From an optimization exercise on the open Yosys and OpenROAD flow, aimed at a short achievable clock period; shortcuts taken in it are not production practice. The RTL was checked by simulation tests, not by an equivalence proof against the original design. Power figures rest on the tool's default switching activity, not on a simulated workload.

Design fdc_bridge_core, start of the top module:
module fdc_bridge_core (
    input  wire         clk,
    input  wire         rst,
    input  wire [3:0]   op,
    input  wire [1:0]   op_idx,         
    input  wire [15:0]  op_wdata,       
    input  wire         op_drive,       
    input  wire         op_level,       
    input  wire [2:0]   op_bit,         
    input  wire [127:0] key_matrix,     
    input  wire [7:0]   ctl_data_in,    
    input  wire [7:0]   ctl_reg_in,     
    output wire [15:0]  bus_rdata,
    output wire         irq,
    output wire         dmar,
    output wire         ctl_data_wr,
    output wire         ctl_data_rd,
    output wire [7:0]   ctl_data_out,
    output wire         ctl_reg_wr,
    output wire         ctl_reg_rd,
    output wire [1:0]   ctl_reg_addr,
    output wire [7:0]   ctl_reg_out,
    output wire         ctl_soft_reset,
    output wire         ctl_set_floppy,
    output wire [1:0]   ctl_floppy,
  ...
clock: 12.5 ns
lec_check: 0
cap_margin: 20
core_margin: 2
core_utilization: 40
place_density: 0.6
slew_margin: 20
synth_hierarchical: 1
standard.sh (not shown) runs the stock make flow with config.mk's settings and CLKGATE_MAP_FILE= SYNTH_SCRIPT=/design/flow/synth_recipe.tcl, a recipe that flattens the netlist after the stock synthesis.
==> flow/flow/run.sh <==
#!/bin/bash
set -euo pipefail
bash standard.sh finish SETUP_SLACK_MARGIN=7 \
  "BUFFER_PORTS_ARGS=-buffer_cell sky130_fd_sc_hd__buf_8" > standard_flow.log 2>&1
The starting point produced a clean layout.
Then changed:
==> flow/flow/run.sh (replaced) <==
#!/bin/bash
set -euo pipefail
GROUP="bus_rdata[15] bus_rdata[14] bus_rdata[13] bus_rdata[12] bus_rdata[11] bus_rdata[10] bus_rdata[9] bus_rdata[8]"
GROUP="$GROUP op_idx[1] op_idx[0] bus_rdata[7] bus_rdata[6] bus_rdata[5] bus_rdata[4] bus_rdata[3] bus_rdata[2]"
GROUP="$GROUP bus_rdata[1] bus_rdata[0] rst op[3] op[2] op[1] op[0] op_level"
GROUP="$GROUP ctl_data_wr ctl_data_rd ctl_reg_wr ctl_reg_rd ctl_soft_reset ctl_set_floppy ctl_floppy[1] ctl_floppy[0]"
GROUP="$GROUP rep_an[3] rep_an[2] rep_an[1] rep_an[0] rep_dg1 op_wdata[0] ctl_reg_out[0] op_wdata[1]"
GROUP="$GROUP ctl_reg_out[1] op_wdata[2] ctl_reg_out[2] op_wdata[3] ctl_reg_out[3] op_wdata[4] ctl_reg_out[4] op_wdata[5]"
GROUP="$GROUP ctl_reg_out[5] op_wdata[6] ctl_reg_out[6] op_wdata[7] ctl_reg_out[7] op_wdata[8] ctl_data_out[0] ctl_reg_addr[0]"
GROUP="$GROUP op_wdata[9] ctl_data_out[1] ctl_reg_addr[1] op_wdata[10] ctl_data_out[2] op_wdata[11] ctl_data_out[3] op_wdata[12]"
GROUP="$GROUP ctl_data_out[4] op_wdata[13] ctl_data_out[5] op_wdata[14] ctl_data_out[6] op_wdata[15] ctl_data_out[7]"
bash standard.sh finish SETUP_SLACK_MARGIN=7 \
  "BUFFER_PORTS_ARGS=-buffer_cell sky130_fd_sc_hd__buf_4" \
  "PLACE_PINS_ARGS=-group_pins {$GROUP}" > standard_flow.log 2>&1
Result: Global-route usage goes down by 0.84 points; routed wire length goes down by a few percent; clock skew goes down by 0.012 ns; setup slack gets better by 0.0076 ns; synthesized area stays the same; fmax stays flat; worst hold slack hardly moves; sequential power hardly moves; flip-flop and latch count is unchanged.
Then changed:
==> flow/flow/run.sh (replaced) <==
#!/bin/bash
set -euo pipefail
bash standard.sh finish SETUP_SLACK_MARGIN=7 \
  "BUFFER_PORTS_ARGS=-buffer_cell sky130_fd_sc_hd__buf_4" > standard_flow.log 2>&1
=> The changed run finished with timing, DRC and antenna clean; non-clock buffer count goes down by 23; sequential cell count is unchanged; worst setup slack stays flat.

========
== quartz ==
Another version of the RTL of fdc_bridge_core (not shown whole).
For scale: about 3300 cells after synthesis, roughly 320 flip-flops, ~230 I/O pins, about 24000 um^2 of cells after synthesis.
// fdc_bridge_core
module fdc_bridge_core (
    input  wire         clk,
    input  wire         rst,
    input  wire [3:0]   op,
    input  wire [1:0]   op_idx,         
    input  wire [15:0]  op_wdata,       
    input  wire         op_drive,       
    input  wire         op_level,       
    input  wire [2:0]   op_bit,         
    input  wire [127:0] key_matrix,     
    input  wire [7:0]   ctl_data_in,    
    input  wire [7:0]   ctl_reg_in,     
    output wire [15:0]  bus_rdata,
    output wire         irq,
    output wire         dmar,
    output wire         ctl_data_wr,
    output wire         ctl_data_rd,
    output wire [7:0]   ctl_data_out,
    output wire         ctl_reg_wr,
    output wire         ctl_reg_rd,
    output wire [1:0]   ctl_reg_addr,
    output wire [7:0]   ctl_reg_out,
    output wire         ctl_soft_reset,
    output wire         ctl_set_floppy,
    output wire [1:0]   ctl_floppy,
    output wire         drv_side,
    output wire [1:0]   drv_motor,
    output wire [6:0]   key_pos,
    output wire         key_pressed,
    output wire [3:0]   rep_an,
    output wire         rep_dg1
);
export LEC_CHECK = 0
export CAP_MARGIN = 20
export CORE_MARGIN = 2
export CORE_UTILIZATION = 40
export PLACE_DENSITY = 0.6
export SLEW_MARGIN = 20
export SYNTH_HIERARCHICAL = 1
create_clock -name core_clock -period 12.5 [get_ports {clk}]
==> flow/flow/run.sh <==
#!/bin/bash
set -euo pipefail
bash standard.sh finish SETUP_SLACK_MARGIN=7 \
  "BUFFER_PORTS_ARGS=-buffer_cell sky130_fd_sc_hd__buf_4" > standard_flow.log 2>&1
Modified inputs, yarrow compared to quartz
==> flow/flow/run.sh <==
#!/bin/bash
set -euo pipefail
bash standard.sh finish SETUP_SLACK_MARGIN=7 > standard_flow.log 2>&1
Results
- Against quartz, total of fill cells in the finished design in yarrow fell by a few percent.
- Measured against yarrow, the global-route wire length before repair of quartz comes out at 0.898 times the reference value.
- yarrow: flow completed, timing, DRC and antenna clean
- quartz -> yarrow: number of cells in the finished layout apart from fillers increased slightly
- Of quartz and yarrow, the lower clock buffer count belongs to yarrow.
- Internal power went up by a few percent going from quartz to yarrow.

[afterwards: timing with drivers on the ports]
The flow's constraints put no driver on any port. The routed layouts listed below were extracted and timed again, unchanged, in two steps. Step 1 assumes that a clkbuf_16 drives the clock port and a buf_2 every other input. Step 2 moves the port delays by t, midway between the first and last clock arrival at a register: inputs arrive t later, outputs are due t later. That takes back most of the time a late clock gives input paths. a / b / c = no drivers / after step 1 / after step 2; a / b = the first two.
run | shift t [ns] | slack for setup (ns) | worst hold slack (ns) | worst setup path at the end
the first run of note 1 | 0.643 | 6.763 / 6.588 / 6.293 | 0.450 / 0.450 / 0.450 | input to register
the second run of note 1 | 0.643 | 6.771 / 6.616 / 6.369 | 0.450 / 0.450 / 0.450 | input to register
the third run of note 1 | 0.661 | 6.769 / 6.616 / 6.275 | 0.449 / 0.449 / 0.449 | input to register
quartz | 0.651 | 6.586 / 6.486 / 6.370 | 0.453 / 0.453 / 0.453 | input to register
yarrow | 0.660 | 6.503 / 6.451 / 6.306 | 0.456 / 0.456 / 0.456 | input to register
After both steps setup and hold are still met in every run listed. The setup slack of the third run of note 1, which loses most, moves by -0.153 ns with the drivers and by -0.494 ns with both steps.
